This design comes from an exercise in tuning for small area, a short achievable clock period and few clock cycles on the open sky130 flow, not from production work. In this exercise RTL edits were held to simulation tests only and were not proved equivalent to the original. Power is estimated from default activity; no workload was simulated.

File: design/flow/config.mk
export PLATFORM = sky130hd
export DESIGN_NAME = wcb_frame_rx
export DESIGN_NICKNAME = wcb_frame_rx
export VERILOG_FILES = /design/flow/design.v
export SDC_FILE = /design/flow/constraint.sdc
export NUM_CORES = 4
export LEC_CHECK = 0
export CAP_MARGIN = 20
export CORE_MARGIN = 2
export CORE_UTILIZATION = 60
export PLACE_DENSITY = 0.75
export SLEW_MARGIN = 20
File: design/flow/constraint.sdc
create_clock -name core_clock -period 15.0 [get_ports {clk}]
set_input_delay 3.0000 -clock core_clock [delete_from_list [all_inputs] [get_ports {clk}]]
set_output_delay 3.0000 -clock core_clock [all_outputs]
set_load 0.01 [all_outputs]
File: design/flow/design.v
module wcb_frame_rx (
  input  wire        clk,
  input  wire        rst_n,
  input  wire        in_valid,
  output wire        in_ready,
  input  wire [31:0] in_data,
  input  wire [2:0]  in_count,
  input  wire        in_last,
  input  wire        timeout,
  output reg         res_valid,
  input  wire        res_ready,
  output reg  [1:0]  res_status,
  output reg  [7:0]  res_head,
  output reg  [7:0]  res_ver,
  output reg  [7:0]  res_addr,
  output reg  [7:0]  res_func,
  output reg  [15:0] res_start,
  output reg  [15:0] res_dlen,
  output reg  [15:0] res_crc,
  output wire [15:0] res_calc
);
  localparam [1:0] ST_OK       = 2'd0;
  localparam [1:0] ST_TRAILER  = 2'd1;
  localparam [1:0] ST_OVERRUN  = 2'd2;
  localparam [1:0] ST_CHECKSUM = 2'd3;
  localparam [7:0] TAIL = 8'h0D;
  function automatic [15:0] crc_x1(input [15:0] x);
    begin
      crc_x1[0] = ^(x & 16'h01FF);
      crc_x1[1] = ^(x & 16'h0200);
      crc_x1[2] = ^(x & 16'h0400);
      crc_x1[3] = ^(x & 16'h0800);
      crc_x1[4] = ^(x & 16'h1000);
      crc_x1[5] = ^(x & 16'h2000);
      crc_x1[6] = ^(x & 16'h4001);
      crc_x1[7] = ^(x & 16'h8003);
      crc_x1[8] = ^(x & 16'h0006);
      crc_x1[9] = ^(x & 16'h000C);
      crc_x1[10] = ^(x & 16'h0018);
      crc_x1[11] = ^(x & 16'h0030);
      crc_x1[12] = ^(x & 16'h0060);
      crc_x1[13] = ^(x & 16'h00C0);
      crc_x1[14] = ^(x & 16'h007F);
      crc_x1[15] = ^(x & 16'h00FF);
    end
  endfunction
  function automatic [15:0] crc_x2(input [15:0] x);
    begin
      crc_x2[0] = ^(x & 16'hFFFB);
      crc_x2[1] = ^(x & 16'h000C);
      crc_x2[2] = ^(x & 16'h0018);
      crc_x2[3] = ^(x & 16'h0030);
      crc_x2[4] = ^(x & 16'h0060);
      crc_x2[5] = ^(x & 16'h00C0);
      crc_x2[6] = ^(x & 16'h0180);
      crc_x2[7] = ^(x & 16'h0300);
      crc_x2[8] = ^(x & 16'h0600);
      crc_x2[9] = ^(x & 16'h0C00);
      crc_x2[10] = ^(x & 16'h1800);
      crc_x2[11] = ^(x & 16'h3000);
      crc_x2[12] = ^(x & 16'h6001);
      crc_x2[13] = ^(x & 16'hC002);
      crc_x2[14] = ^(x & 16'h7FFE);
      crc_x2[15] = ^(x & 16'hFFFD);
    end
  endfunction
  reg        s_v;
  reg [31:0] s_d;
  reg [2:0]  s_n;
  reg        s_l;
  reg        tq;         
  reg        rdy;
  assign in_ready = rdy;
  reg        hdr;        
  reg [2:0]  hp;
  reg [2:0]  rl;
  reg        rbig;
  reg        drop;       
  reg [15:0] crc;
  assign res_calc = crc;
  wire go  = s_v && !res_valid;
  wire col = go && !drop;
  wire [7:0] b0 = s_d[7:0];
  wire [7:0] b1 = s_d[15:8];
  wire [7:0] b2 = s_d[23:16];
  wire [7:0] b3 = s_d[31:24];
  wire [4:0] v;           
  assign v[0] = (s_n != 3'd0);
  assign v[1] = (s_n >= 3'd2);
  assign v[2] = (s_n >= 3'd3);
  assign v[3] = (s_n >= 3'd4);
  assign v[4] = (s_n >= 3'd5);
  wire [2:0] nv = v[3] ? 3'd4 : v[2] ? 3'd3 : v[1] ? 3'd2 : {2'b00, v[0]};
  wire [3:0]  hq  = {hp[1:0] == 2'd3, hp[1:0] == 2'd2, hp[1:0] == 2'd1, hp[1:0] == 2'd0};
  wire [31:0] rot = ({32{hq[0]}} & s_d) |
                    ({32{hq[1]}} & {s_d[23:0], s_d[31:24]}) |
                    ({32{hq[2]}} & {s_d[15:0], s_d[31:16]}) |
                    ({32{hq[3]}} & {s_d[7:0],  s_d[31:8]});
  wire [7:0] hpo;         
  genvar gj;
  generate
    for (gj = 0; gj < 8; gj = gj + 1) begin : g_hpo
      assign hpo[gj] = (hp == gj);
    end
  endgenerate
  wire [7:0] hw;
  assign hw[0] = hdr && hpo[0] && v[0];
  assign hw[1] = hdr && ((hpo[1] && v[0]) || (hpo[0] && v[1]));
  assign hw[2] = hdr && ((hpo[2] && v[0]) || (hpo[1] && v[1]) || (hpo[0] && v[2]));
  assign hw[3] = hdr && ((hpo[3] && v[0]) || (hpo[2] && v[1]) || (hpo[1] && v[2]) || (hpo[0] && v[3]));
  assign hw[4] = hdr && ((hpo[4] && v[0]) || (hpo[3] && v[1]) || (hpo[2] && v[2]) || (hpo[1] && v[3]));
  assign hw[5] = hdr && ((hpo[5] && v[0]) || (hpo[4] && v[1]) || (hpo[3] && v[2]) || (hpo[2] && v[3]));
  assign hw[6] = hdr && ((hpo[6] && v[0]) || (hpo[5] && v[1]) || (hpo[4] && v[2]) || (hpo[3] && v[3]));
  assign hw[7] = hdr && ((hpo[7] && v[0]) || (hpo[6] && v[1]) || (hpo[5] && v[2]) || (hpo[4] && v[3]));
  wire [15:0] len = {hpo[7] ? res_dlen[15:8] : rot[23:16], rot[31:24]};
  wire [2:0] lvb = rl + 3'd3;
  wire [7:0] lvo;
  generate
    for (gj = 0; gj < 8; gj = gj + 1) begin : g_lvo
      assign lvo[gj] = !rbig && (lvb == gj);
    end
  endgenerate
  wire [3:0] fin_b = v[3:0] & lvo[4:1];
  wire [3:0] clo_b = v[3:0] & lvo[5:2];
  wire [3:0] chi_b = v[3:0] & lvo[6:3];
  wire [3:0] inc_b = v[3:0] & {rbig || (lvo[7]),
                               rbig || (lvo[7] | lvo[6]),
                               rbig || (lvo[7] | lvo[6] | lvo[5]),
                               rbig || (lvo[7] | lvo[6] | lvo[5] | lvo[4])};
  wire       hz7 = (res_dlen[15:8] == 8'd0);
  wire       e05 = hpo[5] && (b1 == 8'd0) && (b2 == 8'd0);
  wire       e06 = hpo[6] && (b0 == 8'd0) && (b1 == 8'd0);
  wire       e16 = hpo[6] && (b0 == 8'd0) && (b1 == 8'd1);
  wire       e07 = hpo[7] && hz7 && (b0 == 8'd0);
  wire       e17 = hpo[7] && hz7 && (b0 == 8'd1);
  wire       e27 = hpo[7] && hz7 && (b0 == 8'd2);
  wire [3:0] fin_h = v[3:0] & {e07, 3'b000};
  wire [3:0] clo_h = v[3:0] & {e06 | e17, e07, 2'b00};
  wire [3:0] chi_h = v[3:0] & {e05 | e16 | e27, e06 | e17, e07, 1'b0};
  wire [3:0] inc_h = v[3:0] & ~(fin_h | clo_h | chi_h);
  wire [3:0] fin = hdr ? fin_h : fin_b;
  wire [3:0] clo = hdr ? clo_h : clo_b;
  wire [3:0] chi = hdr ? chi_h : chi_b;
  wire [3:0] inc = hdr ? inc_h : inc_b;
  wire done = |fin;
  wire overrun = !s_l || |(fin & v[4:1]);
  wire        start  = hdr && hpo[0];
  wire [15:0] crc_in = start ? 16'hFFFF : crc;
  wire [15:0] x  = crc_in ^ s_d[15:0];
  wire [15:0] c1 = crc_x1({crc_in[15:8], x[7:0]});
  wire [15:0] c2 = crc_x2(x);
  wire [15:0] c3 = crc_x1({c2[15:8], c2[7:0] ^ b2});
  wire [15:0] c4 = crc_x2(c2 ^ s_d[31:16]);
  wire [4:0]  csel = {inc[3], inc[2] & ~inc[3], inc[1] & ~inc[2], inc[0] & ~inc[1], ~inc[0]};
  wire [15:0] crc_nx = ({16{csel[4]}} & c4) | ({16{csel[3]}} & c3) | ({16{csel[2]}} & c2) |
                       ({16{csel[1]}} & c1) | ({16{csel[0]}} & crc_in);
  wire [7:0] fhi = |chi ? (({8{chi[0]}} & b0) | ({8{chi[1]}} & b1) |
                           ({8{chi[2]}} & b2) | ({8{chi[3]}} & b3)) : res_crc[15:8];
  wire [7:0] flo = |clo ? (({8{clo[0]}} & b0) | ({8{clo[1]}} & b1) |
                           ({8{clo[2]}} & b2) | ({8{clo[3]}} & b3)) : res_crc[7:0];
  wire [15:0] calc_end = inc[0] ? c1 : crc;
  wire [3:0]  tail_ok = {b3 == TAIL, b2 == TAIL, b1 == TAIL, b0 == TAIL};
  wire [1:0] status = overrun ? ST_OVERRUN :
                      |(fin & ~tail_ok) ? ST_TRAILER :
                      (calc_end != {fhi, flo}) ? ST_CHECKSUM : ST_OK;
  wire [2:0]  hpn  = hp + nv;                  
  wire [2:0]  cnt  = hdr ? hpn : nv;
  wire [16:0] r_val = hdr ? {1'b0, len} : {res_crc[13:0], rl};
  wire [16:0] r_nx  = r_val - {14'd0, cnt};
  wire        rbig_nx = (hdr || rbig) && !r_val[16] &&
                        ((r_val[15:4] != 12'd0) || ({1'b0, r_val[3:0]} >= 5'd5 + {2'b00, cnt}));
  wire        b7   = hw[7];
  always @(posedge clk) begin
    if (!rst_n) begin
      s_v       <= 1'b0;
      tq        <= 1'b0;
      rdy       <= 1'b1;
      res_valid <= 1'b0;
      drop      <= 1'b0;
      hdr       <= 1'b1;
      hp        <= 3'd0;
    end else begin
      s_v <= (s_v && !go) || (in_valid && rdy);
      rdy <= !(((col && done) || (res_valid && !res_ready)) &&
               ((s_v && !go) || (in_valid && rdy)));
      tq  <= timeout || (tq && s_v && !go);
      if (res_valid && res_ready)
        res_valid <= 1'b0;
      if (go && drop) begin
        if (s_l) drop <= 1'b0;
      end else if (col) begin
        if (done) begin
          res_valid  <= 1'b1;
          drop       <= !s_l;
          hdr        <= 1'b1;
          hp         <= 3'd0;
        end else if (hdr && !b7) begin
          hp <= hpn;
        end else begin
          hdr <= 1'b0;
        end
      end
      if (tq && (go || !s_v) && !(go ? (drop ? !s_l : (done && !s_l)) : drop)) begin
        hdr <= 1'b1;
        hp  <= 3'd0;
      end
    end
  end
  always @(posedge clk) begin
    if (col && !done && (!hdr || b7)) begin
      rl   <= r_nx[2:0];
      rbig <= rbig_nx;
    end
    if (col && (start || inc[0]))
      crc <= crc_nx;
    if (col && done)
      res_status <= status;
    if (col) begin
      if (hw[0]) res_head        <= rot[7:0];
      if (hw[1]) res_ver         <= rot[15:8];
      if (hw[2]) res_addr        <= rot[23:16];
      if (hw[3]) res_func        <= rot[31:24];
      if (hw[4]) res_start[15:8] <= rot[7:0];
      if (hw[5]) res_start[7:0]  <= rot[15:8];
      if (hw[6]) res_dlen[15:8]  <= rot[23:16];
      if (hw[7]) res_dlen[7:0]   <= rot[31:24];
      if (hdr ? (b7 && !(|chi_h) && !(|clo_h) && !e07) : rbig) begin
        res_crc[13:0] <= r_nx[16:3];
      end else begin
        if (|chi) res_crc[15:8] <= fhi;
        if (|clo) res_crc[7:0]  <= flo;
      end
    end
    if (rdy) begin
      s_d <= in_data;
      s_n <= in_count;
      s_l <= in_last;
    end
  end
endmodule
File: design/flow/flow/run.sh
#!/bin/bash
# Own layout flow: the standard layout (standard.sh: the standard synthesis and the
# standard ORFS steps, unchanged) with these differences in how the layout is optimised:
#  - the port buffers that buffer_ports inserts are sky130_fd_sc_hd__buf_1 instead of the
#    delay buffer it picks by default (every port still gets its buffer);
#  - clock tree synthesis runs with ORFS's default arguments plus -dont_use_dummy_load, a
#    clkbuf_16 root buffer and clkbuf_8 buffers below it (a balanced tree, as by default).
# The whole make output goes to flow_standard.log here; ORFS keeps per-step logs in orfs/logs.
set -euo pipefail
export BUFFER_PORTS_ARGS="-buffer_cell sky130_fd_sc_hd__buf_1"
export CTS_ARGS="-sink_clustering_enable -repair_clock_nets -dont_use_dummy_load -root_buf sky130_fd_sc_hd__clkbuf_16 -buf_list sky130_fd_sc_hd__clkbuf_8"
bash standard.sh SETUP_SLACK_MARGIN=10.9 finish > flow_standard.log 2>&1
File: design/flow/standard.sh
#!/bin/bash
# synth_recipe.tcl (not shown) runs the flow's synth.tcl, then flattens the netlist and writes it again
# the make line also repeats each setting of config.mk as NAME=value (left out here)
make -C /OpenROAD-flow-scripts/flow DESIGN_CONFIG=/design/flow/config.mk WORK_HOME=/design/flow/orfs CLKGATE_MAP_FILE= SYNTH_SCRIPT=/design/flow/synth_recipe.tcl "${@:-finish}"
==> results of run 1 <==
[worst paths after layout]
path                from             to  slack [ns]  cells after the start
hold reg to reg     drop           drop        0.53                      2
hold / removal      drop           drop        0.53                      2
setup reg to reg  s_d[4]  res_status[0]       10.98                     12
setup / recovery  crc[2]    res_calc[2]       10.93                      1
[per-layer routing]
layer  share of wire, %  vias to the layer above  global-route usage [%]
met5               0.19                        -                    1.94
met4                5.8                        6                    19.2
met3                 14                      176                    12.9
met2                 42                      848                    54.6
met1                 37                     4296                    52.0
li1                   -                     3994                       -
[synth_stat cells (all sizes together) (10+ instances only)]
cell	count	area, µm²
a21oi	63	319
mux2	10	113
edfxtp	138	4140
o21ai	53	265
a221o	10	100
nor2	93	349
o211ai	10	75.1
buf	21	103
inv	16	60.1
mux2i	48	480
a22oi	11	82.6
nor3	16	80.1
nand3	18	90.1
nand2	104	390
clkbuf	52	195
nor2b	13	81.3
xor2	56	509
xnor2	102	908
[what timing repair did]
action                                  4_1_cts  5_1_grt
buffers inserted                             23       19
gates resized for setup                      18       23
cloned                                        1        3
pin swaps                                     3        4
endpoints found under the setup margin       19       12
[worst register-to-register path: cells and delay by family, from the launching register on]
kind                      cells  cell delay (ns)
and+or+nand+nor               6             1.82
AOI/OAI and AO/OA             2             0.63
DFF                           1             0.43
buffers and inverters         2             0.41
muxes                         1             0.31
xor gates and xnor gates      1             0.15
[flip-flops by register name, indices dropped and copies added (netlist names), 8 cells and up]
register	count
crc	16
res_start	16
res_head	8
res_ver	8
res_func	8
s_d	32
res_addr	8
res_crc	16
res_dlen	16
[power groups by stage]
stage,Clock [W],Combinational (W),Sequential [W]
final,0.000242,0.000635,0.000516
after global routing,0.000260,0.000681,0.000516
after CTS,0.000241,0.000600,0.000514
after detailed placement,0,0.000569,0.000538
after global placement,0,0.000564,0.000538
after floorplan,0,0.000472,0.000514
[cell families after synthesis]
kind of cell | Yosys count | share of synthesized area (%)
AO/OA/AOI/OAI | 232 | 15.0
XOR/XNOR | 166 | 15.8
adder cells (fa/ha/maj) | 11 | 1.50
buffers and inverters | 90 | 3.56
flip-flops | 147 | 42.6
multiplexers | 66 | 7.61
AND/OR/NAND/NOR | 304 | 14.0
[final cells by class]
type                    count  area, µm²
diodes                      1       2.50
clock buffers              17        245
fillers                  1319       4910
inverters                  17       65.1
multi-input cells         779       5660
flip-flops and latches    147       4330
well taps                 220        275
repair buffers            204       1090
[cells in the final DEF (no fill, tap or decap), drive strengths merged, types with 8 or more instances in the layout]
cell,instances
nand3,18
and3,8
ha,9
nor4,9
xnor2,102
nor2b,13
inv,16
a22o,9
dfxtp,9
xor2,56
edfxtp,138
o211ai,10
o21ai,53
a21oi,63
a22oi,11
nor3,16
nand2b,9
a221o,10
clkbuf,20
nor2,93
nand2,104
mux2i,48
mux4,8
a221oi,8
mux2,10
a211oi,9
buf,201
[per-stage QoR]
step / cells / utilization, %
after floorplan: 1016 / -
after global placement: 1320 / 65.3
after detailed placement: 1321 / 65.3
after CTS: 1362 / 68.4
after global routing: 1385 / 70.4
final: 1385 / 70.4
==> summary.md, run 1 <==
| Metric | Value |
|---|---|
| Detailed placer's ending HPWL | ~24 mm |
| Pre-CTS setup slack | between 10 and 15 ns |
| Sequential share of power | 37.1% |
| First-pass GRT wire length | 50.5 mm |
| GRT overflow | 0 |
| CP bufs+invs | 1 |
| Power Dens Cells | 119 mW/mm² |
| Largest net degree at the start of global routing | 57 |
| Total Nets Final | 1218 |
| Die height | 134 µm |
| Leakage | roughly 4.2 nW |
| Final WS setup | roughly 11 ns |
| Fin crit share | 27.2% |
| Synth warn | 1 |
| Drt wl/cell | 25.2 µm |
| Final hold viol count | 0 |
| Latest clock arrival within the worst-skew pair | between 0.3 and 0.4 ns |
| Number of buffers added on ports | 140 |
| Crit. End Element | output pin |
| Worst slew pin tran | 1.17 ns |
| RD Place Congestion | 1.03 |
| Core area | 0.0166 mm² |
| Worst setup path class | reg -> out |
| Async SR Flop Fraction | 0% |
| Synthesis-to-layout area growth | 14.9% |
| Maximum fanout along the worst path | 4 |
| RSZ-0062 raised after global routing | true |
| Remaining DRCs | 0 |
| Cts hold-fix bufs | 0 |
| DR pass1 iterations | 6 |
| Synthesized area | between 0.01 and 0.015 mm² |
| Sw power | 0.000504 W |
| Clk sinks | 147 |
| Vias in the first global route | roughly 8300 |
| Minimum clock period | 4.07 ns |
| Top_reg_cell synth | edfxtp_1 |
| Final instance area | 0.0117 mm² |
| Endpoints failing setup | 0 |
| Cell family with most CP delay | flip-flops |
| Post-Syn Instances | 1016 |
| Post-route total power | 0.00139 W |
| Gr usage total | 38.2% |
| Worst Setup Start Kind | register |
| Max-slew violations | 0 |
| Critical path required time | 12.00 ns |
| Ports | 141 |
| Slew headroom | approximately 22% |
| Status | complete, no violations |
| Initial antenna violation count | 3 |
| Post-synth cell types | 73 |
| CTS tree | yes |
| Cell Int Power | 0.000888 W |
| Slowest-stage cell, CP | edfxtp_1 |
| Post-DP Area | 0.0108 mm² |
| Comb pwr share | 45.6% |
| Post-route ant nets | 0 |
| FF+latch count, synth | about 150 |
| Starting Density | 61.3% |
| Vias post-DR | roughly 9300 |
| HP Class | reg -> reg |
| Clock Tree Root | clkbuf_16 |
| Delay of the slowest critical-path stage | roughly 0.52 ns |
| Routed vias/inst | approximately 6.7 |
| Die area | about 0.018 mm² |
| CTS buffer count | 17 |
| Sw frac | 36.2% |
| Clk pin slew, worst setup/hold paths | 0.09 ns |
| Crit-path cells | buf_1 |
| Routed WL | 34.9 mm |
| WP data arrival | 1.07 ns |
| Post-route setup TNS | 0 ns |
| Rows | 47 |
| Syn nets | 1068 |
| Die span in x | 134 µm |
| Final Skew | 0.0292 ns |
| Peak VDD IR | 0.115 mV |
| Max cap viols | 0 |
| Register area share after synthesis | 42.6% |
| Synthesized area per cell | 10.0 µm² |
| H-Tree Depth | 4 |
| Number of flops mapped to enable cells by yosys | 138 |
| Fraction of layout cells with a size suffix above 1 | 12.9% |
| Hold WS | 0.527 ns |
| Maximum clock frequency | 245 MHz |
| Initial DRC Count | 1531 |
| Clk pwr share | roughly 17% |
| Longest Clk Path Bufs | 2 |
Testbench counts, summed over its fixed seeds: cycles 8,018.
==> inputs of run 2 (changes only) <==
--- a/design/flow/design.v
+++ b/design/flow/design.v
@@ -113,4 +113,13 @@
   assign hw[6] = hdr && ((hpo[6] && v[0]) || (hpo[5] && v[1]) || (hpo[4] && v[2]) || (hpo[3] && v[3]));
   assign hw[7] = hdr && ((hpo[7] && v[0]) || (hpo[6] && v[1]) || (hpo[5] && v[2]) || (hpo[4] && v[3]));
+  wire [7:0] fw;
+  assign fw[0] = hdr && hpo[0];
+  assign fw[1] = hdr && (hpo[1] || hpo[0]);
+  assign fw[2] = hdr && (hpo[2] || hpo[1] || hpo[0]);
+  assign fw[3] = hdr && (hpo[3] || hpo[2] || hpo[1] || hpo[0]);
+  assign fw[4] = hdr && (hpo[4] || hpo[3] || hpo[2] || hpo[1]);
+  assign fw[5] = hdr && (hpo[5] || hpo[4] || hpo[3] || hpo[2]);
+  assign fw[6] = hdr && (hpo[6] || hpo[5] || hpo[4] || hpo[3]);
+  assign fw[7] = hdr && (hpo[7] || hpo[6] || hpo[5] || hpo[4]);
   wire [15:0] len = {hpo[7] ? res_dlen[15:8] : rot[23:16], rot[31:24]};
   wire [2:0] lvb = rl + 3'd3;
@@ -122,6 +131,6 @@
   endgenerate
   wire [3:0] fin_b = v[3:0] & lvo[4:1];
-  wire [3:0] clo_b = v[3:0] & lvo[5:2];
-  wire [3:0] chi_b = v[3:0] & lvo[6:3];
+  wire [3:0] clo_b = lvo[5:2];
+  wire [3:0] chi_b = lvo[6:3];
   wire [3:0] inc_b = v[3:0] & {rbig || (lvo[7]),
                                rbig || (lvo[7] | lvo[6]),
@@ -136,6 +145,6 @@
   wire       e27 = hpo[7] && hz7 && (b0 == 8'd2);
   wire [3:0] fin_h = v[3:0] & {e07, 3'b000};
-  wire [3:0] clo_h = v[3:0] & {e06 | e17, e07, 2'b00};
-  wire [3:0] chi_h = v[3:0] & {e05 | e16 | e27, e06 | e17, e07, 1'b0};
+  wire [3:0] clo_h = {e06 | e17, e07, 2'b00};
+  wire [3:0] chi_h = {e05 | e16 | e27, e06 | e17, e07, 1'b0};
   wire [3:0] inc_h = v[3:0] & ~(fin_h | clo_h | chi_h);
   wire [3:0] fin = hdr ? fin_h : fin_b;
@@ -217,12 +226,12 @@
       res_status <= status;
     if (col) begin
-      if (hw[0]) res_head        <= rot[7:0];
-      if (hw[1]) res_ver         <= rot[15:8];
-      if (hw[2]) res_addr        <= rot[23:16];
-      if (hw[3]) res_func        <= rot[31:24];
-      if (hw[4]) res_start[15:8] <= rot[7:0];
-      if (hw[5]) res_start[7:0]  <= rot[15:8];
-      if (hw[6]) res_dlen[15:8]  <= rot[23:16];
-      if (hw[7]) res_dlen[7:0]   <= rot[31:24];
+      if (fw[0]) res_head        <= rot[7:0];
+      if (fw[1]) res_ver         <= rot[15:8];
+      if (fw[2]) res_addr        <= rot[23:16];
+      if (fw[3]) res_func        <= rot[31:24];
+      if (fw[4]) res_start[15:8] <= rot[7:0];
+      if (fw[5]) res_start[7:0]  <= rot[15:8];
+      if (fw[6]) res_dlen[15:8]  <= rot[23:16];
+      if (fw[7]) res_dlen[7:0]   <= rot[31:24];
       if (hdr ? (b7 && !(|chi_h) && !(|clo_h) && !e07) : rbig) begin
         res_crc[13:0] <= r_nx[16:3];
==> summary.md, run 2 <==
| Metric | Value |
|---|---|
| Status | complete, no violations |
| Largest net degree at the start of global routing | 43 |
| Top_reg_cell synth | edfxtp_1 |
| Maximum clock frequency | 246 MHz |
| Async SR Flop Fraction | 0% |
| Minimum clock period | 4.07 ns |
| Register area share after synthesis | 42.3% |
| Routed vias/inst | around 6.7 |
| CP bufs+invs | 1 |
| Gr usage total | 35.3% |
| Die height | between 100 and 150 µm |
| Slowest-stage cell, CP | edfxtp_1 |
| Pre-CTS setup slack | 10.76 ns |
| Detailed placer's ending HPWL | 22.9 mm |
| Area of the multi-input gates | 0.00555 mm² |
| Latest clock arrival within the worst-skew pair | 0.39 ns |
| Final Skew | 0.0202 ns |
| FILL cells | 1310 |
| Leakage | 4.01 nW |
| Commonest non-fill, non-tap cell in the layout | buf_1 |
| Clk sinks | 147 |
| Final Non-Filler Cells | 1275 |
| Synthesis-to-layout area growth | 11.1% |
| Longest Clk Path Bufs | 2 |
| Number of flops mapped to enable cells by yosys | ~140 |
| HP Class | reg -> reg |
| Largest reg by FF count | s_d |
| DR pass1 iterations | 9 |
| Starting Density | 61.5% |
| Top-count cell post-synth | edfxtp_1 |
| FF+latch count, synth | between 100 and 150 |
| Post-Syn Instances | 930 |
| Synthesized area per cell | 11.0 µm² |
| Initial DRC Count | 1323 |
| Die span in x | around 130 µm |
| Peak VDD IR | around 0.16 mV |
| Critical path required time | 12.00 ns |
| Cell family with most CP delay | flip-flops |
| Rows | 47 |
| Syn nets | 982 |
| Number of buffers added on ports | between 100 and 150 |
| Post-route total power | 0.00138 W |
| Top post-synthesis cells by count | 138 x edfxtp_1, 93 x xnor2_1, 80 x nor2_1 |
| Clk pin slew, worst setup/hold paths | 0.07 ns |
| Worst r2r src | hp[0] |
| Final WS setup | 10.93 ns |
| Endpoints failing setup | 0 |
| Post-route setup TNS | 0 ns |
| WP data arrival | about 1.1 ns |
| Worst slew pin tran | 0.987 ns |
| H-Tree Depth | 4 |
| Vias post-DR | 8508 |
| Max reg flops | 32 |
| Largest cells by area after synthesis | edfxtp_1 41%, xnor2_1 8.0%, mux4_2 6.2% |
| CTS tree | yes |
| RD Place Congestion | ~1.0 |
| Routed WL | 31.9 mm |
| Worst Setup Start Kind | register |
| Initial antenna violation count | 0 |
| Cts hold-fix bufs | 0 |
| Post-synth cell types | between 70 and 80 |
| CTS buffer count | 17 |
| Clock Tree Root | clkbuf_16 |
| Total Nets Final | 1109 |
| Post-Place Cells | 1235 |
| Remaining DRCs | 0 |
| Crit-path cells | buf_1 |
| RSZ-0062 raised after global routing | true |
| Crit. End Element | output pin |
| Synthesized area | 0.0102 mm² |
| Power Dens Cells | 121 mW/mm² |
| Max cap viols | 0 |
| Reg area | 0.00433 mm² |
| Core area | about 0.017 mm² |
| Die area | roughly 0.018 mm² |
| Hold_sp | drop |
| Fraction of layout cells with a size suffix above 1 | between 10% and 20% |
| Final hold viol count | 0 |
| Final core occ | roughly two thirds |
| Commonest non-fill, non-tap cells in the layout | 140 x buf_1, 138 x edfxtp_1, 93 x xnor2_1 |
| Vias in the first global route | around 7800 |
| Diodes inserted | 0 |
| First-pass GRT wire length | ~46 mm |
| Fin crit share | 27.1% |
| Slew headroom | about a third |
| Post-route ant nets | 0 |
| Critical Path Start | crc[9] |
| Max-slew violations | 0 |
| Delay of the slowest critical-path stage | ~0.52 ns |
| Worst setup path class | reg -> out |
| Ports | 141 |
| Maximum fanout along the worst path | 6 |
| Dominant cell type by area after synthesis | edfxtp_1 |
| GRT overflow | 0 |
| Synth warn | 1 |
| Drt wl/cell | 25.0 µm |
| Top cell type's share of synthesized area | 40.5% |
run 2: cell count changes after synthesis, sizes merged, moves of 15 or more:
| cell | delta |
|---|---|
| xor2 | -15 |
| mux4 | +24 |
| nand2 | -49 |
| mux2i | -27 |
| a21oi | -20 |
| inv | +17 |
run 2: routing by layer:
metal	up-vias	routed length, µm	GRT usage, %
met3	135	4190	9.42
met5	-	0	0
met1	3956	12200	48.4
li1	3723	-	-
met4	0	1680	18.0
met2	694	13800	52.3
run 2: logic make-up after synthesis:
logic type               after synthesis  synth area share [%]
adder cells (fa/ha/maj)               11                  1.49
XOR/XNOR                             158                  16.6
buffers and inverters                102                  4.15
AO/OA/AOI/OAI                        205                  13.5
flip-flops                           147                  42.3
AND/OR/NAND/NOR                      251                  12.4
multiplexers                          56                  9.58
run 2: area by class of cell:
type | instances | share of cell area (%)
Inverter | 33 | 1.09
Sequential cell | 147 | 38.1
Multi-Input combinational cell | 681 | 48.8
Clock buffer | 17 | 2.16
Timing Repair Buffer | 177 | 7.42
Tap cell | 220 | 2.42
run 2: path summary, 6_finish.rpt:
kind            endpoint  slack (ns)  depth (start not counted)
min                 drop        0.50                          2
max          res_calc[9]       10.93                          1
max reg2reg       crc[0]       11.02                         11
min reg2reg         drop        0.50                          2
run 2: where the power goes:
group          total (W)  switching, W  internal [W]
clock           0.000239      0.000132      0.000107
sequential      0.000519     0.0000352      0.000484
combinational   0.000617      0.000310      0.000307
run 2: timing repair:
item	CTS	global route
endpoints found under the setup margin	10	18
setup buffers	9	14
gates resized for setup	5	15
run 2: stage by stage:
stage	hold slack [ns]	area, µm²
finish	0.502	11400
global route	0.550	11400
detailed placement	0.483	10900
CTS	0.499	11200
global placement	0.467	10900
floorplan	0.452	10200
Testbench counts of run 2, summed over its fixed seeds: cycles 8,018.

static timing again, ports no longer ideal:
How much do the figures lean on ideal ports? The routed layouts below were timed once more, with nothing changed but the port constraints.
Step 1, drivers: a clkbuf_16 drives clk and a buf_2 each remaining input, both assumed.
Step 2, shift: input delay + t, output delay - t, t = (earliest + latest rising clock arrival at the registers) / 2. This alone moves slack from input paths to output paths.
Slacks: no drivers / after step 1 / after step 2; pairs: no drivers / after step 1.
run	t (ns)	setup WS [ns]	worst setup path at the end	slew at the worst register clock pin (ns)	worst data-port slew with drivers (ns)
run 1	0.417	10.925 / 10.882 / 10.978	register to register	0.09 / 0.09	0.03
run 2	0.420	10.931 / 10.886 / 11.019	register to register	0.08 / 0.08	0.04
After both steps setup and hold are still met in every run listed.
